Background: an optimization exercise with open tools, aiming at small area, a short achievable clock period and few clock cycles per item. Do not read the settings as production practice. No run shown here included a check of the RTL's function; only the layout flow was run. Power is estimated from default activity; no workload was simulated.

--- config.mk ---
export PLATFORM = sky130hd
export DESIGN_NAME = bms_encoder
export DESIGN_NICKNAME = bms_encoder
export VERILOG_FILES = /design/flow/design.v
export SDC_FILE = /design/flow/constraint.sdc
export NUM_CORES = 4
export LEC_CHECK = 0
export CAP_MARGIN = 20
export CORE_MARGIN = 2
export CORE_UTILIZATION = 40
export SLEW_MARGIN = 20
--- constraint.sdc ---
create_clock -name core_clock -period 12.0 [get_ports {clk}]
set_input_delay 2.4000 -clock core_clock [delete_from_list [all_inputs] [get_ports {clk}]]
set_output_delay 2.4000 -clock core_clock [all_outputs]
set_load 0.01 [all_outputs]
--- design.v ---
module bms_scale #(
    parameter integer XLO = -2147549,
    parameter integer XHI = 2147483
) (
    input  wire [31:0] x,
    output wire        ok
);
    assign ok = ($signed(x) >= XLO) && ($signed(x) <= XHI);
endmodule
module bms_u8 (
    input  wire [31:0] x,
    output wire [7:0]  q
);
    wire [7:0] a = x[15:8];
    wire [7:0] b = x[7:0];
    wire borrow = (a >= b) && (x[15:0] != 16'd0);
    assign q = x[31] ? 8'd0 : x[16] ? 8'hff : a - {7'd0, borrow};
endmodule
module bms_seg #(
    parameter integer W = 42
) (
    input  wire [31:0]   x,
    input  wire          h,
    output wire [15:0]   lo,
    output wire          ga,
    output wire          go,
    output wire          ca,
    output wire          cb,
    output wire [W-33:0] hi
);
    wire        neg = x[31];
    wire [41:0] xs  = {{10{neg}}, x};
    wire [41:0] t10 = xs << 10, t7 = xs << 7, t3 = xs << 3, t2 = xs << 2;
    wire [41:0] a  = {t10[41:32], h ? t7[31:0] : t10[31:0]};
    wire [41:0] c  = {t3[41:32],  h ? t2[31:0] : t3[31:0]};
    wire [41:0] nb = ~(xs << 5);               
    wire [41:0] s = a ^ nb ^ c;
    wire [41:0] k = {(a[40:0] & nb[40:0]) | (a[40:0] & c[40:0]) | (nb[40:0] & c[40:0]), 1'b0};
    wire [16:0] m = {1'b0, s[15:0]} + {1'b0, k[15:0]};
    assign ca = m[16] || (!neg && ((s[15:0] ^ k[15:0]) == 16'hffff));
    assign cb = neg;
    wire [8:0]  mida = {1'b0, s[23:16]} + {1'b0, k[23:16]};
    wire [8:0]  midb = {1'b0, s[31:24]} + {1'b0, k[31:24]};
    assign lo = {midb[7:0], mida[7:0]};
    assign ga = mida[8];
    assign go = midb[8];
    generate
        if (W > 32) begin : g_hi
            assign hi = s[W-1:32] + k[W-1:32];
        end
    endgenerate
endmodule
module bms_encoder (
    input  wire        clk,
    input  wire        rst,
    input  wire [7:0]  a_local,
    input  wire        req_valid,
    output wire        req_ready,
    input  wire [2:0]  req_kind,
    input  wire [31:0] req_x0,
    input  wire [31:0] req_x1,
    input  wire [31:0] req_x2,
    input  wire [31:0] req_x3,
    input  wire [31:0] req_x4,
    input  wire [7:0]  req_u0,
    input  wire [7:0]  req_u1,
    input  wire [55:0] req_bitmap,
    output reg         out_valid,
    input  wire        out_ready,
    output reg         out_err,
    output wire [7:0]  out_err_idx,
    output wire [31:0] out_id,
    output wire [63:0] out_data
);
    wire k_va  = !req_kind[2] && !req_kind[0];           
    wire k_st  = req_kind == 3'd1;                       
    wire k_vc  = req_kind == 3'd3;                       
    wire k_tp  = req_kind == 3'd4;                       
    wire k_ch  = k_vc || k_tp;                           
    wire k_bal = req_kind == 3'd5;                       
    wire        h = req_kind[2];
    wire [15:0] lo0, lo1, lo2;
    wire [9:0]  hi0, hi1;
    wire        go0, go1, go2, ga0, ga1, ga2;
    wire [1:0]  c0, c1, c2;
    bms_seg #(.W(42)) u_s0 (.x(req_x0), .h(h), .lo(lo0), .ga(ga0), .go(go0), .ca(c0[0]), .cb(c0[1]), .hi(hi0));
    bms_seg #(.W(42)) u_s1 (.x(req_x1), .h(h), .lo(lo1), .ga(ga1), .go(go1), .ca(c1[0]), .cb(c1[1]), .hi(hi1));
    wire [31:0] x2c = {{6{req_x2[25]}}, req_x2[25:0]};
    bms_seg #(.W(32)) u_s2 (.x(x2c), .h(!req_kind[0]), .lo(lo2), .ga(ga2), .go(go2), .ca(c2[0]), .cb(c2[1]), .hi());
    wire [7:0] q2s, q3;
    bms_u8 u_q2s (.x(req_x2), .q(q2s));
    bms_u8 u_q3  (.x(req_x3), .q(q3));
    wire [7:0] q4 = req_x4[23:16] + {7'd0, req_x4[31] && (req_x4[15:0] != 16'd0)};
    wire ok0k, ok1k, ok2k, ok0h, ok1h, ok2h, ok2s, ok3s, ok4;
    bms_scale #(.XLO(-2147549),  .XHI(2147483))  u_ok0k (.x(req_x0), .ok(ok0k));
    bms_scale #(.XLO(-2147549),  .XHI(2147483))  u_ok1k (.x(req_x1), .ok(ok1k));
    bms_scale #(.XLO(-2147549),  .XHI(2147483))  u_ok2k (.x(req_x2), .ok(ok2k));
    bms_scale #(.XLO(-21475491), .XHI(21474836)) u_ok0h (.x(req_x0), .ok(ok0h));
    bms_scale #(.XLO(-21475491), .XHI(21474836)) u_ok1h (.x(req_x1), .ok(ok1h));
    bms_scale #(.XLO(-21475491), .XHI(21474836)) u_ok2h (.x(req_x2), .ok(ok2h));
    bms_scale #(.XLO(-257),      .XHI(65793))    u_ok2s (.x(req_x2), .ok(ok2s));
    bms_scale #(.XLO(-257),      .XHI(65793))    u_ok3s (.x(req_x3), .ok(ok3s));
    bms_scale #(.XLO(-8454143),  .XHI(8388607))  u_ok4  (.x(req_x4), .ok(ok4));
    wire [8:0] first = {1'b0, req_u0};
    wire [8:0] count = {1'b0, req_u1};
    wire [8:0] first1 = first + 9'd1;
    wire [8:0] first2 = first + 9'd2;
    wire use0 = first < count;
    wire use1 = first1 < count;
    wire use2 = first2 < count;
    wire f0 = use0 && !(h ? ok0h : ok0k);
    wire f1 = use1 && !(h ? ok1h : ok1k);
    wire f2 = use2 && !(h ? ok2h : ok2k);
    wire s_err = !ok0k || !ok1k || !ok2s || !ok3s || !ok4;
    wire [2:0] s_idx = !ok0k ? 3'd0 : !ok1k ? 3'd1 : !ok2s ? 3'd2 : !ok3s ? 3'd3 : 3'd4;
    wire [7:0] c_idx = f0 ? req_u0 : f1 ? first1[7:0] : first2[7:0];
    wire       r_err = k_st ? s_err : k_ch ? (f0 || f1 || f2) : 1'b0;
    wire [7:0] r_idx = k_ch ? c_idx : {5'd0, s_idx};
    reg [63:0] r_data;
    reg [7:0]  r_ci;
    reg [3:0]  r_ga;
    always @(*) begin
        if (k_va) begin
            r_data = {lo0[15:10], hi0, lo0, lo1[15:10], hi1, lo1};
            r_ci   = {2'b00, c0, 2'b00, c1};
            r_ga   = {1'b0, ga0, 1'b0, ga1};
        end else if (k_st) begin
            r_data = {lo0, lo1, q2s, q3, q4, req_u0};
            r_ci   = {c0, c1, 4'd0};
            r_ga   = {ga0, ga1, 2'b00};
        end else if (k_ch) begin
            r_data = {req_u0, req_u1,
                      use0 ? lo0 : 16'd0,
                      use1 ? lo1 : 16'd0,
                      use2 ? lo2 : 16'd0};
            r_ci   = {2'b00, use0 ? c0 : 2'b00, use1 ? c1 : 2'b00, use2 ? c2 : 2'b00};
            r_ga   = {1'b0, use0 && ga0, use1 && ga1, use2 && ga2};
        end else if (k_bal) begin
            r_data = {req_u0, req_bitmap};
            r_ci   = 8'd0;
            r_ga   = 4'd0;
        end else begin
            r_data = {req_u0, req_u1, 48'd0};
            r_ci   = 8'd0;
            r_ga   = 4'd0;
        end
    end
    reg [2:0]  out_kind;
    reg [63:0] out_reg;
    reg [7:0]  out_ci;
    reg [3:0]  out_ga;
    reg [1:0]  out_go;
    assign req_ready = !out_valid || out_ready;
    always @(posedge clk) begin
        if (rst) begin
            out_valid <= 1'b0;
        end else if (req_ready) begin
            out_valid <= req_valid;
        end
        if (req_ready) begin
            out_err  <= r_err;
            out_kind <= req_kind;
            out_reg  <= {r_data[63:8], r_err ? r_idx : r_data[7:0]};
            out_ci   <= r_ci;
            out_ga   <= r_ga;
            out_go   <= {go0, go1};
        end
    end
    assign out_err_idx = out_reg[7:0];
    wire        o_va = !out_kind[2] && !out_kind[0];
    wire [15:0] lane [0:3];
    wire [3:0]  lc;                          
    genvar j, i;
    generate
        for (j = 0; j < 4; j = j + 1) begin : g_lane
            wire [15:0] r = out_reg[16*j+15:16*j];
            wire        g = out_ga[j];
            wire [2:0]  b2 = {1'b0, r[1:0]} + {2'd0, out_ci[2*j+1]} + {2'd0, out_ci[2*j]};
            wire        k  = b2[2];
            wire        t  = k && (&r[7:2]);
            wire        b8 = r[8] ^ g ^ t;
            wire        k8 = (r[8] && (g || t)) || (g && t);
            assign lane[j][2] = r[2] ^ k;
            for (i = 3; i < 8; i = i + 1) begin : g_lo
                assign lane[j][i] = r[i] ^ (k && (&r[i-1:2]));
            end
            assign lane[j][9] = r[9] ^ k8;
            for (i = 10; i < 16; i = i + 1) begin : g_hi
                assign lane[j][i] = r[i] ^ (k8 && (&r[i-1:9]));
            end
            assign lane[j][1:0] = b2[1:0];
            assign lane[j][8]   = b8;
            assign lc[j] = k8 && (&r[15:9]);
        end
    endgenerate
    wire [9:0]  r3 = out_reg[57:48], r1 = out_reg[25:16];
    wire [9:0]  r3a = r3 + 10'd1, r3b = r3 + 10'd2;
    wire [9:0]  r1a = r1 + 10'd1, r1b = r1 + 10'd2;
    wire [9:0]  h3 = lc[2] ? (out_go[1] ? r3b : r3a) : (out_go[1] ? r3a : r3);
    wire [9:0]  h1 = lc[0] ? (out_go[0] ? r1b : r1a) : (out_go[0] ? r1a : r1);
    wire [15:0] l3 = o_va ? {{6{h3[9]}}, h3} : lane[3];
    wire [15:0] l1 = o_va ? {{6{h1[9]}}, h1} : lane[1];
    assign out_data = {l3, lane[2], l1, lane[0]};
    reg [7:0] pt;
    always @(*) begin
        case (out_kind)
            3'd0: pt = 8'd38;
            3'd1: pt = 8'd45;
            3'd2: pt = 8'd40;
            3'd3: pt = 8'd41;
            3'd4: pt = 8'd43;
            3'd5: pt = 8'd42;
            default: pt = 8'd255;
        endcase
    end
    assign out_id = {16'h8000, pt, a_local};
endmodule
--- flow/run.sh ---
#!/bin/bash
# Standard layout, with plain buf_2 cells as the port buffers and timing
# repair aimed at a setup slack of 6 ns.
set -euo pipefail
export BUFFER_PORTS_ARGS="-buffer_cell sky130_fd_sc_hd__buf_2"
export SETUP_SLACK_MARGIN=6
bash standard.sh > standard.log 2>&1
--- standard.sh ---
#!/bin/bash
# synth_recipe.tcl (not shown) runs the flow's synth.tcl, then flattens the netlist and writes it again
# the make line also repeats each setting of config.mk as NAME=value (left out here)
make -C /OpenROAD-flow-scripts/flow DESIGN_CONFIG=/design/flow/config.mk WORK_HOME=/design/flow/orfs CLKGATE_MAP_FILE= SYNTH_SCRIPT=/design/flow/synth_recipe.tcl "${@:-finish}"
==> impl_metrics.prom, run 1 <==
# TYPE chip_impl_metric gauge
chip_impl_metric{name="globalplace.congestion",unit=""} 0.9550
chip_impl_metric{name="final_max_slew_viol_count",unit=""} 0
chip_impl_metric{name="placementRows",unit=""} 75
chip_impl_metric{name="hold_viol_final",unit=""} 0
chip_impl_metric{name="largest_register_ff_count",unit=""} 64
chip_impl_metric{name="finalNetCount",unit=""} 2896
chip_impl_info{name="min_from",value="out_valid"} 1
chip_impl_metric{name="ys_seq_area_share",unit="%"} 14.79
chip_impl_metric{name="totalWireLength",unit="mm"} 60.17
chip_impl_metric{name="synth_area",unit="mm^2"} 0.01678
chip_impl_metric{name="net-switching-power",unit="W"} 0.0009436
chip_impl_info{name="setup_repair_after_global_routing_missed_its_margin",value="yes"} 1
chip_impl_metric{name="dieWidth",unit="um"} 208.8
chip_impl_info{name="worstSetupStartpointType",value="register"} 1
chip_impl_metric{name="post_drt_wl_per_cell",unit="um"} 20.71
chip_impl_metric{name="fin_crit_sh",unit="%"} 52.79
chip_impl_info{name="cp_cell_sequence",value="inv_2 -> fa_2 -> inv_2 -> ha_4 -> and3_4 -> and3_4 -> nand3_2 -> fa_2 -> and3b_2 -> and3_4 -> and4_4 -> maj3_2 -> nand2_4 -> nor2_2 -> a31oi_1 -> nor2b_1 -> nand4_1 -> xnor2_1 -> buf_2"} 1
chip_impl_metric{name="max_slew.worst_pin.slew",unit="ns"} 1.177
chip_impl_metric{name="num_vias",unit=""} 16690
chip_impl_metric{name="drv_cap",unit=""} 0
chip_impl_metric{name="power_density",unit="mW/mm^2"} 103.0
chip_impl_metric{name="setup_slack",unit="ns"} 5.665
chip_impl_metric{name="grt_pass1_vias",unit=""} 15920
chip_impl_metric{name="worstPathBufferInverterCount",unit=""} 3
chip_impl_metric{name="placedInstanceArea",unit="mm^2"} 0.01856
chip_impl_metric{name="max_freq",unit="MHz"} 157.9
chip_impl_info{name="worst_r2r_startpoint",value="out_valid"} 1
chip_impl_metric{name="worst_ep_required_time",unit="ns"} 9.60
chip_impl_metric{name="floorplan.core_area",unit="mm^2"} 0.04167
chip_impl_metric{name="final_design_area_no_fill",unit="mm^2"} 0.01935
chip_impl_metric{name="power_frac_seq",unit="%"} 24.6
chip_impl_metric{name="drt_iter0_drc",unit=""} 1333
chip_impl_metric{name="ant_nets",unit=""} 0
chip_impl_metric{name="setup_tns",unit="ns"} 0
chip_impl_metric{name="power_switching_share",unit="%"} 47.34
chip_impl_metric{name="placement.setup.worst_slack",unit="ns"} 4.968
chip_impl_metric{name="synth-async-reset-ratio",unit="%"} 0
chip_impl_metric{name="firstDrtPassIters",unit=""} 5
chip_impl_metric{name="maximum_number_of_pins_on_one_net_before_global_route_repair",unit=""} 86
chip_impl_metric{name="postLayoutCoreUtil",unit="%"} 46.44
chip_impl_metric{name="place_hpwl",unit="mm"} 49.45
chip_impl_metric{name="numCtsBuffers",unit=""} 9
chip_impl_metric{name="grt_pass1_wl",unit="mm"} 91.78
chip_impl_info{name="final_cell_mix",value="sky130_fd_sc_hd__buf_2 (319), sky130_fd_sc_hd__inv_1 (249), sky130_fd_sc_hd__ha_1 (190)"} 1
chip_impl_info{name="layout.cells.most_common",value="sky130_fd_sc_hd__buf_2"} 1
chip_impl_metric{name="finalClockSkew",unit="ns"} 0.008474
chip_impl_metric{name="finalSetupViolations",unit=""} 0
chip_impl_metric{name="io_pins",unit=""} 354
chip_impl_metric{name="area.sequential",unit="mm^2"} 0.002482
chip_impl_metric{name="ctsLongestPathBuffers",unit=""} 2
chip_impl_metric{name="die_area",unit="mm^2"} 0.04362
chip_impl_metric{name="multiInputGateArea",unit="mm^2"} 0.01295
chip_impl_metric{name="layoutNonFillerInstCount",unit=""} 2905
chip_impl_metric{name="power.leakage",unit="nW"} 9.188
chip_impl_info{name="status",value="finished clean"} 1
chip_impl_info{name="synth_top_flop_cell",value="sky130_fd_sc_hd__edfxtp_1"} 1
chip_impl_metric{name="synth_top_cell_area_share",unit="%"} 14.67
chip_impl_info{name="critical_path.most_common_cell",value="sky130_fd_sc_hd__and3_4"} 1
chip_impl_info{name="min-delay-path-class",value="register to register"} 1
chip_impl_metric{name="final_layout_size_suffix_gt1_share",unit="%"} 19.96
chip_impl_metric{name="synth_cell_type_count",unit=""} 82
chip_impl_metric{name="worstSkewPairLatency",unit="ns"} 0.35
chip_impl_info{name="synthDominantAreaCellType",value="sky130_fd_sc_hd__edfxtp_1"} 1
chip_impl_metric{name="global_route.usage.total",unit="%"} 26.85
chip_impl_metric{name="filler_cell_count",unit=""} 4181
chip_impl_metric{name="detail_route.vias_per_cell",unit=""} 5.745
chip_impl_metric{name="chipHeight",unit="um"} 208.8
chip_impl_metric{name="cp_max_fo",unit=""} 3
chip_impl_metric{name="cts.htree.levels",unit=""} 3
chip_impl_metric{name="synthesis.yosys.warnings",unit=""} 1
chip_impl_metric{name="reg_clk_slew_reported_paths",unit="ns"} 0.07
chip_impl_metric{name="slew_headroom",unit="%"} 20.70
chip_impl_metric{name="critical-path-max-stage-delay",unit="ns"} 0.39
chip_impl_metric{name="synth.ff_latch_count",unit=""} 83
chip_impl_metric{name="synth-edff-count",unit=""} 82
chip_impl_metric{name="peakVddDrop",unit="mV"} 0.07673
chip_impl_metric{name="post_layout_minimum_cycle_time",unit="ns"} 6.335
chip_impl_info{name="crit_family",value="simple AND/OR/NAND/NOR gates"} 1
chip_impl_metric{name="power_report.internal_total",unit="W"} 0.001050
chip_impl_metric{name="cts_hold_repair.buffers",unit=""} 0
chip_impl_metric{name="critPathArrivalTime",unit="ns"} 3.93
chip_impl_metric{name="timing.reg2reg.worst_path_depth",unit=""} 2
chip_impl_metric{name="area_delta_synth_final",unit="%"} 15.28
chip_impl_metric{name="initial_utilization",unit="%"} 40.29
chip_impl_info{name="critical_path_sink_type",value="primary output"} 1
chip_impl_metric{name="antenna_found_initial",unit=""} 1
chip_impl_metric{name="worst-r2r-setup-slack",unit="ns"} 10.17
chip_impl_metric{name="min_delay_path_depth",unit=""} 2
chip_impl_metric{name="placedCellCount",unit=""} 2858
chip_impl_info{name="synth.top_cells.by_area",value="sky130_fd_sc_hd__edfxtp_1 (15%), sky130_fd_sc_hd__ha_1 (14%), sky130_fd_sc_hd__fa_1 (12%)"} 1
chip_impl_metric{name="clock_sinks",unit=""} 83
chip_impl_metric{name="cells_after_synthesis",unit=""} 2104
chip_impl_info{name="cts_tree",value="yes"} 1
chip_impl_metric{name="route.detailed.drc",unit=""} 0
chip_impl_info{name="ctsRootBufferMaster",value="sky130_fd_sc_hd__clkbuf_16"} 1
chip_impl_metric{name="postSynthAreaPerCell",unit="um^2"} 7.978
chip_impl_info{name="timing.hold.worst_endpoint",value="out_valid"} 1
chip_impl_info{name="critical_path.reg2reg.endpoint",value="out_reg[38]"} 1
chip_impl_info{name="criticalPathCategory",value="register to primary output"} 1
chip_impl_info{name="slowest_cell_on_the_critical_path",value="sky130_fd_sc_hd__fa_2"} 1
chip_impl_metric{name="share_comb_of_total_power",unit="%"} 62.1
chip_impl_metric{name="grt_overflow_total",unit=""} 0
chip_impl_metric{name="placement.io_buffers",unit=""} 320
chip_impl_metric{name="clock_power_share",unit="%"} 13.3
## tightest hold or removal path: stages (launching register included)
cell                       delay [ns]
sky130_fd_sc_hd__dfxtp_1         0.33
sky130_fd_sc_hd__nand2b_4        0.42
sky130_fd_sc_hd__a21oi_1         0.13
## metrics by stage
stage	hold WS, ns	power [W]
after floorplan	1.584	0.001239
after global placement	0.9066	0.001654
after detailed placement	0.9341	0.001674
after CTS	0.9386	0.001965
after global routing	1.004	0.002135
final	0.9186	0.001993
## worst max path at each step
stage               slack [ns]            to  cells past startpoint   startpoint
finish                    5.67  out_data[55]                     19  out_reg[32]
global route              5.46  out_data[23]                     19    out_ci[1]
CTS                       5.63  out_data[23]                     19    out_ci[1]
detailed placement        4.97    out_reg[4]                     12  req_kind[2]
global placement          5.11    out_reg[7]                     11  req_kind[2]
floorplan                 6.01  out_data[26]                     18   out_reg[0]
## power by group through the flow
stage | clock network (W) | logic (W) | registers, W
finish | 0.000265 | 0.00124 | 0.000490
global route | 0.000280 | 0.00136 | 0.000497
CTS | 0.000269 | 0.00121 | 0.000486
detailed placement | 0 | 0.00119 | 0.000488
global placement | 0 | 0.00117 | 0.000486
floorplan | 0 | 0.000786 | 0.000453
## cells by family (layout without fill, tap and decap cells)
kind of cell / count (synthesis) / after routing / share of synthesized area (%)
multiplexers: 52 / 52 / 3.235
XOR/XNOR: 145 / 145 / 7.566
buffers and inverters: 391 / 637 / 9.817
adder cells (fa/ha/maj): 293 / 293 / 26.12
AND/OR/NAND/NOR: 585 / 585 / 17.58
other: 2 / 18 / 0.04474
AO/OA/AOI/OAI: 553 / 553 / 20.84
flip-flops: 83 / 83 / 14.79
## synth_stat cells (18+ instances only)
| master | n |
|---|---|
| sky130_fd_sc_hd__nand3_1 | 43 |
| sky130_fd_sc_hd__buf_1 | 18 |
| sky130_fd_sc_hd__inv_1 | 255 |
| sky130_fd_sc_hd__o21ai_0 | 133 |
| sky130_fd_sc_hd__clkbuf_1 | 64 |
| sky130_fd_sc_hd__nand2_1 | 170 |
| sky130_fd_sc_hd__nor4_1 | 31 |
| sky130_fd_sc_hd__ha_1 | 192 |
| sky130_fd_sc_hd__mux2i_1 | 37 |
| sky130_fd_sc_hd__a22oi_1 | 30 |
| sky130_fd_sc_hd__buf_4 | 39 |
| sky130_fd_sc_hd__nand2b_1 | 19 |
| sky130_fd_sc_hd__o21bai_1 | 27 |
| sky130_fd_sc_hd__a21oi_1 | 171 |
| sky130_fd_sc_hd__fa_1 | 97 |
| sky130_fd_sc_hd__a21o_1 | 39 |
| sky130_fd_sc_hd__nor3_1 | 30 |
| sky130_fd_sc_hd__xor2_1 | 62 |
| sky130_fd_sc_hd__edfxtp_1 | 82 |
| sky130_fd_sc_hd__nor2_1 | 112 |
| sky130_fd_sc_hd__nand4_1 | 44 |
| sky130_fd_sc_hd__xnor2_1 | 83 |
| sky130_fd_sc_hd__nor2b_1 | 47 |
## what timing repair did
| item | in CTS | in global routing |
|---|---|---|
| gates cloned | 0 | 1 |
| pin swaps | 24 | 10 |
| gates resized for setup | 69 | 23 |
| setup endpoints to repair | 70 | 59 |
| setup buffers | 18 | 11 |
## routing by layer
metal | vias to the layer above | wire, um | track usage [%] | part of all wire [%]
met5 | - | 0 | 0 | 0
met4 | 0 | 1921 | 7.906 | 3.2
met3 | 85 | 4892 | 3.998 | 8.1
met2 | 780 | 26060 | 40.76 | 43
met1 | 7930 | 27290 | 39.34 | 45
li1 | 7893 | - | - | -
## layout make-up
cell class / count / area share, %
well taps: 539 / 3.485
clock inverters: 5 / 0.1940
repair buffers: 363 / 10.24
flip-flops and latches: 83 / 12.83
clock buffers: 11 / 1.254
diodes: 1 / 0.01293
inverters: 258 / 5.044
multi-input cells: 1645 / 66.94
==> inputs of run 2 (changes only) <==
--- a/design.v
+++ b/design.v
@@ -171,32 +171,22 @@
     wire [15:0] lane [0:3];
     wire [3:0]  lc;                          
-    genvar j, i;
+    genvar j;
     generate
         for (j = 0; j < 4; j = j + 1) begin : g_lane
-            wire [15:0] r = out_reg[16*j+15:16*j];
-            wire        g = out_ga[j];
-            wire [2:0]  b2 = {1'b0, r[1:0]} + {2'd0, out_ci[2*j+1]} + {2'd0, out_ci[2*j]};
-            wire        k  = b2[2];
-            wire        t  = k && (&r[7:2]);
-            wire        b8 = r[8] ^ g ^ t;
-            wire        k8 = (r[8] && (g || t)) || (g && t);
-            assign lane[j][2] = r[2] ^ k;
-            for (i = 3; i < 8; i = i + 1) begin : g_lo
-                assign lane[j][i] = r[i] ^ (k && (&r[i-1:2]));
-            end
-            assign lane[j][9] = r[9] ^ k8;
-            for (i = 10; i < 16; i = i + 1) begin : g_hi
-                assign lane[j][i] = r[i] ^ (k8 && (&r[i-1:9]));
-            end
-            assign lane[j][1:0] = b2[1:0];
-            assign lane[j][8]   = b8;
-            assign lc[j] = k8 && (&r[15:9]);
+            wire [15:0] r  = out_reg[16*j+15:16*j];
+            wire        c1 = out_ci[2*j+1], c0 = out_ci[2*j], g = out_ga[j];
+            wire [7:0]  lb = r[7:0] + {7'd0, c1} + {7'd0, c0};
+            wire        t  = (&r[7:1]) && ((r[0] && (c1 || c0)) || (c1 && c0));
+            wire [7:0]  hb = r[15:8] + {7'd0, g} + {7'd0, t};
+            assign lc[j]   = (&r[15:9]) && ((r[8] && (g || t)) || (g && t));
+            assign lane[j] = {hb, lb};
         end
     endgenerate
-    wire [9:0]  r3 = out_reg[57:48], r1 = out_reg[25:16];
-    wire [9:0]  r3a = r3 + 10'd1, r3b = r3 + 10'd2;
-    wire [9:0]  r1a = r1 + 10'd1, r1b = r1 + 10'd2;
-    wire [9:0]  h3 = lc[2] ? (out_go[1] ? r3b : r3a) : (out_go[1] ? r3a : r3);
-    wire [9:0]  h1 = lc[0] ? (out_go[0] ? r1b : r1a) : (out_go[0] ? r1a : r1);
+    wire [1:0]  c32_0 = {1'b0, out_go[1]} + {1'b0, lc[2]};
+    wire [1:0]  c32_1 = {1'b0, out_go[0]} + {1'b0, lc[0]};
+    wire [9:0]  r3a = out_reg[57:48] + 10'd1, r3b = out_reg[57:48] + 10'd2;
+    wire [9:0]  r1a = out_reg[25:16] + 10'd1, r1b = out_reg[25:16] + 10'd2;
+    wire [9:0]  h3 = c32_0[1] ? r3b : c32_0[0] ? r3a : out_reg[57:48];
+    wire [9:0]  h1 = c32_1[1] ? r1b : c32_1[0] ? r1a : out_reg[25:16];
     wire [15:0] l3 = o_va ? {{6{h3[9]}}, h3} : lane[3];
     wire [15:0] l1 = o_va ? {{6{h1[9]}}, h1} : lane[1];
==> impl_metrics.prom, run 2 <==
# TYPE chip_impl_metric gauge
chip_impl_metric{name="finalNetCount",unit=""} 2923
chip_impl_metric{name="power_report.internal_total",unit="W"} 0.001080
chip_impl_metric{name="firstDrtPassIters",unit=""} 7
chip_impl_metric{name="totalWireLength",unit="mm"} 61.04
chip_impl_metric{name="power_density",unit="mW/mm^2"} 102.2
chip_impl_info{name="layout.cells.most_common",value="sky130_fd_sc_hd__buf_2"} 1
chip_impl_info{name="critical_path_sink_type",value="primary output"} 1
chip_impl_metric{name="worst_ep_required_time",unit="ns"} 9.60
chip_impl_metric{name="largest_register_ff_count",unit=""} 64
chip_impl_info{name="ctsRootBufferMaster",value="sky130_fd_sc_hd__clkbuf_16"} 1
chip_impl_metric{name="slew_headroom",unit="%"} 9.283
chip_impl_metric{name="floorplan.core_area",unit="mm^2"} 0.04102
chip_impl_metric{name="cts.htree.levels",unit=""} 3
chip_impl_metric{name="drt_iter0_drc",unit=""} 1626
chip_impl_metric{name="synthAdderAreaFrac",unit="%"} 25.59
chip_impl_metric{name="synth_xor_xnor_area_share",unit="%"} 7.719
chip_impl_metric{name="num_vias",unit=""} 16850
chip_impl_metric{name="synth_area",unit="mm^2"} 0.01668
chip_impl_metric{name="synth-async-reset-ratio",unit="%"} 0
chip_impl_metric{name="net-switching-power",unit="W"} 0.0009342
chip_impl_metric{name="numCtsBuffers",unit=""} 9
chip_impl_info{name="cts_tree",value="yes"} 1
chip_impl_metric{name="synth.area.mux_share",unit="%"} 3.368
chip_impl_metric{name="cells_after_synthesis",unit=""} 2093
chip_impl_metric{name="io_pins",unit=""} 354
chip_impl_metric{name="cp_max_fo",unit=""} 4
chip_impl_metric{name="postSynthAreaPerCell",unit="um^2"} 7.969
chip_impl_metric{name="placementRows",unit=""} 74
chip_impl_metric{name="reg_clk_slew_reported_paths",unit="ns"} 0.07
chip_impl_metric{name="finalPower",unit="W"} 0.002014
chip_impl_metric{name="setup_tns",unit="ns"} 0
chip_impl_metric{name="ant_nets",unit=""} 0
chip_impl_info{name="worstSetupStartpointType",value="register"} 1
chip_impl_info{name="criticalPathCategory",value="register to primary output"} 1
chip_impl_metric{name="power.leakage",unit="nW"} 9.406
chip_impl_metric{name="synthesis.yosys.warnings",unit=""} 1
chip_impl_info{name="status",value="finished clean"} 1
chip_impl_metric{name="critPathArrivalTime",unit="ns"} 3.73
chip_impl_metric{name="antenna_found_initial",unit=""} 2
chip_impl_metric{name="area_delta_synth_final",unit="%"} 18.12
chip_impl_metric{name="post_drt_wl_per_cell",unit="um"} 20.81
chip_impl_metric{name="grt_pass1_wl",unit="mm"} 93.07
chip_impl_metric{name="max_slew.worst_pin.slew",unit="ns"} 1.356
chip_impl_metric{name="placement.io_buffers",unit=""} 320
chip_impl_info{name="synth_most_common_cell",value="sky130_fd_sc_hd__inv_1"} 1
chip_impl_info{name="post_synth_most_frequent_cells",value="sky130_fd_sc_hd__inv_1 (253), sky130_fd_sc_hd__ha_1 (186), sky130_fd_sc_hd__a21oi_1 (164)"} 1
chip_impl_metric{name="die_area",unit="mm^2"} 0.04335
chip_impl_info{name="synth.top_cells.by_area",value="sky130_fd_sc_hd__edfxtp_1 (15%), sky130_fd_sc_hd__ha_1 (14%), sky130_fd_sc_hd__fa_1 (12%)"} 1
chip_impl_metric{name="global_route.usage.total",unit="%"} 27.39
chip_impl_metric{name="route.detailed.drc",unit=""} 0
chip_impl_metric{name="share_comb_of_total_power",unit="%"} 61.2
chip_impl_metric{name="power_frac_seq",unit="%"} 23.6
chip_impl_metric{name="post_layout_minimum_cycle_time",unit="ns"} 6.131
chip_impl_metric{name="layoutNonFillerInstCount",unit=""} 2933
chip_impl_metric{name="synth.ff_latch_count",unit=""} 83
chip_impl_metric{name="chipHeight",unit="um"} 208.2
chip_impl_metric{name="place_hpwl",unit="mm"} 49.27
chip_impl_info{name="dominant_combinational_cell_family_by_area_after_synthesis",value="adder cells"} 1
chip_impl_metric{name="max_freq",unit="MHz"} 163.1
chip_impl_metric{name="worstSkewPairLatency",unit="ns"} 0.35
chip_impl_metric{name="clock_power_share",unit="%"} 15.1
chip_impl_metric{name="finalSetupViolations",unit=""} 0
chip_impl_metric{name="peakVddDrop",unit="mV"} 0.05758
chip_impl_info{name="synth_top_flop_cell",value="sky130_fd_sc_hd__edfxtp_1"} 1
chip_impl_metric{name="synth-simple-area-share",unit="%"} 18.30
chip_impl_metric{name="synth_cell_type_count",unit=""} 87
chip_impl_metric{name="final_layout_size_suffix_gt1_share",unit="%"} 21.43
chip_impl_metric{name="placedCellCount",unit=""} 2837
chip_impl_metric{name="finalClockSkew",unit="ns"} 0.008196
chip_impl_metric{name="ys_seq_area_share",unit="%"} 14.88
chip_impl_metric{name="clock_sinks",unit=""} 83
chip_impl_info{name="final_cell_mix",value="sky130_fd_sc_hd__buf_2 (316), sky130_fd_sc_hd__inv_1 (250), sky130_fd_sc_hd__ha_1 (183)"} 1
chip_impl_metric{name="drv_cap",unit=""} 0
chip_impl_metric{name="dieWidth",unit="um"} 208.2
chip_impl_metric{name="power_switching_share",unit="%"} 46.37
chip_impl_metric{name="initial_utilization",unit="%"} 40.67
chip_impl_info{name="setup_repair_after_global_routing_missed_its_margin",value="yes"} 1
chip_impl_metric{name="synth_compound_gate_area_share",unit="%"} 20.49
chip_impl_metric{name="synth-edff-count",unit=""} 82
chip_impl_metric{name="globalplace.congestion",unit=""} 0.9400
chip_impl_metric{name="final_max_slew_viol_count",unit=""} 0
chip_impl_metric{name="ctsLongestPathBuffers",unit=""} 2
chip_impl_metric{name="detail_route.vias_per_cell",unit=""} 5.744
chip_impl_metric{name="fin_crit_sh",unit="%"} 51.09
chip_impl_info{name="synthDominantAreaCellType",value="sky130_fd_sc_hd__edfxtp_1"} 1
chip_impl_metric{name="maximum_number_of_pins_on_one_net_before_global_route_repair",unit=""} 110
chip_impl_metric{name="hold_viol_final",unit=""} 0
chip_impl_info{name="min-delay-path-class",value="register to register"} 1
chip_impl_metric{name="grt_overflow_total",unit=""} 0
chip_impl_metric{name="synth_top_cell_area_share",unit="%"} 14.76
chip_impl_metric{name="grt_pass1_vias",unit=""} 16030
==> run 2: power groups by stage <==
stage / registers (W) / logic (W) / clock network, W
floorplan: 0.000449 / 0.000763 / 0
detailed placement: 0.000476 / 0.00117 / 0
finish: 0.000476 / 0.00123 / 0.000305
global route: 0.000484 / 0.00135 / 0.000316
CTS: 0.000473 / 0.00120 / 0.000307
global placement: 0.000475 / 0.00115 / 0
==> run 2: cell families after synthesis <==
logic type | after synthesis
compound gates | 534
xor+xnor | 147
fa+ha+maj | 283
buf+inv | 386
flops | 83
mux | 53
other cells | 2
simple gates | 605
==> run 2: worst max-delay path, stage by stage (launching register included) <==
cell                       delay [ns]
sky130_fd_sc_hd__edfxtp_1        0.34
sky130_fd_sc_hd__inv_2           0.04
sky130_fd_sc_hd__fa_2            0.43
sky130_fd_sc_hd__nor2b_4         0.14
sky130_fd_sc_hd__nand4_1         0.14
sky130_fd_sc_hd__nor2_2          0.17
sky130_fd_sc_hd__and2_4          0.17
sky130_fd_sc_hd__fa_2            0.23
sky130_fd_sc_hd__and3_4          0.20
sky130_fd_sc_hd__nand3_4         0.09
sky130_fd_sc_hd__nor2_4          0.11
sky130_fd_sc_hd__and2_4          0.16
sky130_fd_sc_hd__ha_4            0.20
sky130_fd_sc_hd__a21o_1          0.17
sky130_fd_sc_hd__o211ai_1        0.28
sky130_fd_sc_hd__buf_4           0.17
sky130_fd_sc_hd__buf_6           0.09
sky130_fd_sc_hd__xnor2_2         0.09
sky130_fd_sc_hd__buf_2           0.15
==> run 2: worst paths after layout <==
kind | slack (ns) | depth (start not counted) | from | to
setup / recovery | 5.87 | 18 | out_ci[4] | out_data[51]
hold / removal | 0.52 | 2 | out_valid | out_valid
setup reg to reg | 10.32 | 2 | out_valid | out_reg[48]
hold reg to reg | 0.52 | 2 | out_valid | out_valid
==> run 2: cell type report <==
| cell class | count | area, um^2 |
|---|---|---|
| diodes | 3 | 7.507 |
| clock buffers | 9 | 225.2 |
| clock inverters | 7 | 98.84 |
| fillers | 4034 | 21310 |
| inverters | 254 | 962.2 |
| multi-input cells | 1639 | 12880 |
| flip-flops and latches | 83 | 2482 |
| well taps | 532 | 665.6 |
| repair buffers | 405 | 2375 |
| repair inverters | 1 | 5.005 |
==> run 2: layer usage <==
metal / vias to the layer above / GRT usage (%) / part of all wire (%) / wire [um]
met2: 812 / 43.91 / 45 / 27320
met1: 7981 / 38.11 / 44 / 27090
li1: 7941 / - / - / -
met5: - / 0 / 0 / 0
met3: 114 / 3.170 / 7.4 / 4523
met4: 0 / 9.725 / 3.5 / 2111
==> run 2: through the flow <==
step	instance area, um^2	setup slack [ns]	hold slack [ns]	utilization [%]
finish	19700	5.869	0.5190	48.04
global placement	18440	4.735	0.5119	44.96
CTS	19450	5.956	0.5368	47.43
global route	19700	5.735	0.5593	48.02
floorplan	16750	6.022	1.584	-
detailed placement	18450	5.073	0.5276	44.98
==> run 2: timing repair <==
item / CTS / global route
pin swaps: 20 / 17
endpoints found under the setup margin: 91 / 68
hold buffers: 0 / 0
resized for setup: 46 / 51
cloned: 1 / 1
setup buffers: 67 / 8
==> inputs of run 3 (changes only) <==
==> flow/run.sh (replaced) <==
#!/bin/bash
# Standard layout, with plain buf_2 cells as the port buffers and timing
# repair aimed at a setup slack of 6.5 ns (TNS_END_PERCENT 0).
set -euo pipefail
export BUFFER_PORTS_ARGS="-buffer_cell sky130_fd_sc_hd__buf_2"
export SETUP_SLACK_MARGIN=6.5
export TNS_END_PERCENT=0
bash standard.sh > standard.log 2>&1
==> impl_metrics.prom, run 3 <==
# TYPE chip_impl_metric gauge
chip_impl_info{name="status",value="finished clean"} 1
chip_impl_info{name="cp_cell_sequence",value="inv_2 -> fa_2 -> nor2b_4 -> nand4_1 -> buf_4 -> buf_4 -> buf_4 -> buf_4 -> buf_4 -> buf_4 -> buf_4 -> buf_4 -> buf_4 -> buf_4 -> buf_4 -> buf_4 -> buf_4 -> buf_6 -> buf_6 -> buf_6 -> buf_6 -> xnor2_2 -> buf_2"} 1
chip_impl_metric{name="peakVddDrop",unit="mV"} 0.07887
chip_impl_metric{name="placement.io_buffers",unit=""} 320
chip_impl_metric{name="finalClockSkew",unit="ns"} 0.005676
chip_impl_metric{name="cts_hold_repair.buffers",unit=""} 0
chip_impl_metric{name="io_pins",unit=""} 354
chip_impl_metric{name="grt_pass1_wl",unit="mm"} 94.89
chip_impl_info{name="post_synth_most_frequent_cells",value="sky130_fd_sc_hd__inv_1 (253), sky130_fd_sc_hd__ha_1 (186), sky130_fd_sc_hd__a21oi_1 (164)"} 1
chip_impl_metric{name="final_design_area_no_fill",unit="mm^2"} 0.01941
chip_impl_metric{name="totalWireLength",unit="mm"} 61.12
chip_impl_metric{name="cts.htree.levels",unit=""} 3
chip_impl_info{name="critical_path.reg2reg.endpoint",value="out_reg[45]"} 1
chip_impl_metric{name="ant_nets",unit=""} 0
chip_impl_metric{name="synth-async-reset-ratio",unit="%"} 0
chip_impl_metric{name="num_vias",unit=""} 16590
chip_impl_metric{name="final_max_slew_viol_count",unit=""} 0
chip_impl_metric{name="post_layout_minimum_cycle_time",unit="ns"} 6.267
chip_impl_metric{name="power.leakage",unit="nW"} 9.279
chip_impl_metric{name="floorplan.core_area",unit="mm^2"} 0.04102
chip_impl_metric{name="power_density",unit="mW/mm^2"} 101.7
chip_impl_metric{name="placedInstanceArea",unit="mm^2"} 0.01846
chip_impl_metric{name="ctsLongestPathBuffers",unit=""} 2
chip_impl_info{name="setup_repair_after_global_routing_missed_its_margin",value="yes"} 1
chip_impl_info{name="synthDominantAreaCellType",value="sky130_fd_sc_hd__edfxtp_1"} 1
chip_impl_metric{name="synth_xor_xnor_area_share",unit="%"} 7.719
chip_impl_info{name="critical_path.most_common_cell",value="sky130_fd_sc_hd__buf_4"} 1
chip_impl_metric{name="finalNetCount",unit=""} 2909
chip_impl_metric{name="firstDrtPassIters",unit=""} 7
chip_impl_metric{name="critPathArrivalTime",unit="ns"} 3.87
chip_impl_metric{name="synth_area",unit="mm^2"} 0.01668
chip_impl_info{name="final_cell_mix",value="sky130_fd_sc_hd__buf_2 (319), sky130_fd_sc_hd__inv_1 (251), sky130_fd_sc_hd__ha_1 (184)"} 1
chip_impl_metric{name="largest_register_ff_count",unit=""} 64
chip_impl_info{name="crit_family",value="buffers and inverters"} 1
chip_impl_metric{name="post_drt_wl_per_cell",unit="um"} 20.94
chip_impl_metric{name="worst-r2r-setup-slack",unit="ns"} 10.25
chip_impl_metric{name="timing.reg2reg.worst_path_depth",unit=""} 2
chip_impl_info{name="worst_r2r_startpoint",value="out_valid"} 1
chip_impl_metric{name="synth-simple-area-share",unit="%"} 18.30
chip_impl_info{name="min_from",value="out_valid"} 1
chip_impl_metric{name="final_layout_size_suffix_gt1_share",unit="%"} 20.43
chip_impl_metric{name="setup_tns",unit="ns"} 0
chip_impl_info{name="slowest_cell_on_the_critical_path",value="sky130_fd_sc_hd__fa_2"} 1
chip_impl_info{name="worstSetupStartpointType",value="register"} 1
chip_impl_metric{name="slew_headroom",unit="%"} 33.75
chip_impl_metric{name="synth-edff-count",unit=""} 82
chip_impl_metric{name="synth.area.mux_share",unit="%"} 3.368
chip_impl_metric{name="area.sequential",unit="mm^2"} 0.002482
chip_impl_metric{name="placementRows",unit=""} 74
chip_impl_metric{name="die_area",unit="mm^2"} 0.04335
chip_impl_info{name="timing.hold.worst_endpoint",value="out_valid"} 1
chip_impl_metric{name="postSynthAreaPerCell",unit="um^2"} 7.969
chip_impl_info{name="layout.cells.most_common",value="sky130_fd_sc_hd__buf_2"} 1
chip_impl_metric{name="grt_overflow_total",unit=""} 0
chip_impl_info{name="ctsRootBufferMaster",value="sky130_fd_sc_hd__clkbuf_16"} 1
chip_impl_metric{name="hold_viol_final",unit=""} 0
chip_impl_metric{name="critical-path-max-stage-delay",unit="ns"} 0.42
chip_impl_metric{name="max_freq",unit="MHz"} 159.6
chip_impl_metric{name="synth.ff_latch_count",unit=""} 83
chip_impl_metric{name="dieWidth",unit="um"} 208.2
chip_impl_metric{name="initial_utilization",unit="%"} 40.67
chip_impl_metric{name="numCtsBuffers",unit=""} 9
chip_impl_metric{name="drt_iter0_drc",unit=""} 1571
chip_impl_metric{name="worstSkewPairLatency",unit="ns"} 0.35
chip_impl_metric{name="detail_route.vias_per_cell",unit=""} 5.683
chip_impl_metric{name="max_slew.worst_pin.slew",unit="ns"} 0.9927
chip_impl_info{name="synth.top_cells.by_area",value="sky130_fd_sc_hd__edfxtp_1 (15%), sky130_fd_sc_hd__ha_1 (14%), sky130_fd_sc_hd__fa_1 (12%)"} 1
chip_impl_metric{name="global_route.usage.total",unit="%"} 27.86
chip_impl_metric{name="synth_compound_gate_area_share",unit="%"} 20.49
chip_impl_info{name="synth_top_flop_cell",value="sky130_fd_sc_hd__edfxtp_1"} 1
chip_impl_metric{name="antenna_found_initial",unit=""} 5
chip_impl_metric{name="placement.setup.worst_slack",unit="ns"} 5.203
chip_impl_metric{name="ys_seq_area_share",unit="%"} 14.88
chip_impl_metric{name="filler_cell_count",unit=""} 4062
chip_impl_info{name="synth_most_common_cell",value="sky130_fd_sc_hd__inv_1"} 1
chip_impl_metric{name="maximum_number_of_pins_on_one_net_before_global_route_repair",unit=""} 111
chip_impl_metric{name="clock_sinks",unit=""} 83
chip_impl_metric{name="globalplace.congestion",unit=""} 0.9153
chip_impl_metric{name="synthAdderAreaFrac",unit="%"} 25.59
chip_impl_metric{name="grt_pass1_vias",unit=""} 16500
chip_impl_metric{name="area_delta_synth_final",unit="%"} 16.36
chip_impl_metric{name="reg_clk_slew_reported_paths",unit="ns"} 0.06
chip_impl_metric{name="worst_ep_required_time",unit="ns"} 9.60
chip_impl_metric{name="synth_top_cell_area_share",unit="%"} 14.76
chip_impl_info{name="dominant_combinational_cell_family_by_area_after_synthesis",value="adder cells"} 1
chip_impl_metric{name="route.detailed.drc",unit=""} 0
chip_impl_metric{name="chipHeight",unit="um"} 208.2
chip_impl_metric{name="worstPathBufferInverterCount",unit=""} 19
chip_impl_info{name="critical_path_sink_type",value="primary output"} 1
chip_impl_metric{name="cp_max_fo",unit=""} 2
chip_impl_info{name="criticalPathCategory",value="register to primary output"} 1
chip_impl_info{name="min-delay-path-class",value="register to register"} 1
chip_impl_metric{name="multiInputGateArea",unit="mm^2"} 0.01283
chip_impl_metric{name="finalSetupViolations",unit=""} 0
chip_impl_metric{name="place_hpwl",unit="mm"} 49.60
chip_impl_info{name="cts_tree",value="yes"} 1
chip_impl_metric{name="setup_slack",unit="ns"} 5.733
chip_impl_metric{name="min_delay_path_depth",unit=""} 2
chip_impl_metric{name="synth_cell_type_count",unit=""} 87
chip_impl_metric{name="drv_cap",unit=""} 0
chip_impl_metric{name="fin_crit_sh",unit="%"} 52.23
chip_impl_metric{name="synthesis.yosys.warnings",unit=""} 1
chip_impl_metric{name="cells_after_synthesis",unit=""} 2093
==> run 3: routing by layer <==
layer / global-route usage [%] / share of wire [%] / up-vias
li1: - / - / 7911
met4: 9.576 / 3.4 / 2
met2: 44.72 / 45 / 704
met3: 3.879 / 6.7 / 113
met5: 0 / 0.021 / -
met1: 38.43 / 45 / 7858
==> run 3: worst max-delay path by stage <==
stage / from / to / slack (ns) / cells after the start
floorplan: req_kind[0] / out_reg[6] / 6.12 / 18
global placement: req_kind[2] / out_reg[7] / 5.30 / 17
detailed placement: req_kind[2] / out_reg[7] / 5.20 / 17
CTS: out_ci[0] / out_data[23] / 5.93 / 18
global route: out_reg[0] / out_data[22] / 5.62 / 19
finish: out_reg[0] / out_data[5] / 5.73 / 23
==> run 3: cells by family (layout without fill, tap and decap cells) <==
family / Yosys count / in the layout
simple gates: 605 / 605
xor+xnor: 147 / 147
flops: 83 / 83
fa+ha+maj: 283 / 283
compound gates: 534 / 534
mux: 53 / 53
buf+inv: 386 / 662
other cells: 2 / 20
==> run 3: what timing repair did <==
action | CTS | global route
gates cloned | 0 | 0
setup buffers | 56 | 6
setup endpoints to repair | 92 | 101
pin swaps | 14 | 14
gates resized for setup | 38 | 19
==> run 3: stage by stage <==
stage,power (W),std cells,utilization (%),hold WS (ns)
final,0.001974,2919,47.32,0.7242
after global routing,0.002116,2918,47.31,0.8092
after detailed placement,0.001655,2838,45.00,0.7243
after CTS,0.001950,2910,46.98,0.7351
after floorplan,0.001213,2108,-,1.168
after global placement,0.001637,2838,44.99,0.7034
==> run 3: report_power, final <==
part,switching (W),internal (W)
combinational,0.000739,0.000483
clock,0.000115,0.000158
sequential,0.0000740,0.000405
==> run 3: cell type report <==
cell class	instances	share of cell area, %
Inverter	254	4.919
Clock inverter	7	0.3030
Sequential cell	83	12.79
Multi-Input combinational cell	1639	66.13
Antenna cell	3	0.03868
Timing Repair Buffer	392	11.23
Clock buffer	9	1.160
Tap cell	532	3.430
==> run 3: tightest hold or removal path, stage by stage (launching register included) <==
cell and delay [ns]:
sky130_fd_sc_hd__dfxtp_1 0.33, sky130_fd_sc_hd__nand2b_4 0.24, sky130_fd_sc_hd__a21oi_1 0.11

## re-timing with driven ports
How much do the figures lean on ideal ports? The routed layouts below were timed once more, with nothing changed but the port constraints. Step 1 sets driving cells, clkbuf_16 on the clock port and buf_2 on the other inputs (assumed; they add their load-dependent delay and slew). Step 2 adds t to the input delays and takes it off the output delays; t is the mean of the earliest and latest rising clock arrival at the registers after step 1. Input paths then give back, and output paths get back, about the clock's delay inside the block. Slacks: ideal / step 1 / step 2; pairs: ideal / step 1.
run	shift t [ns]	slack for setup (ns)	worst setup path after step 2	worst slew at a driven data input, ns
run 1	0.393	5.665 / 5.618 / 5.830	input to register	0.07
run 2	0.398	5.869 / 5.822 / 5.811	input to register	0.09
run 3	0.403	5.733 / 5.680 / 5.494	input to register	0.07
After both steps setup and hold are still met in every run listed. For run 3, which loses most, drivers alone change the setup slack by -0.053 ns; drivers and shift together by -0.239 ns.
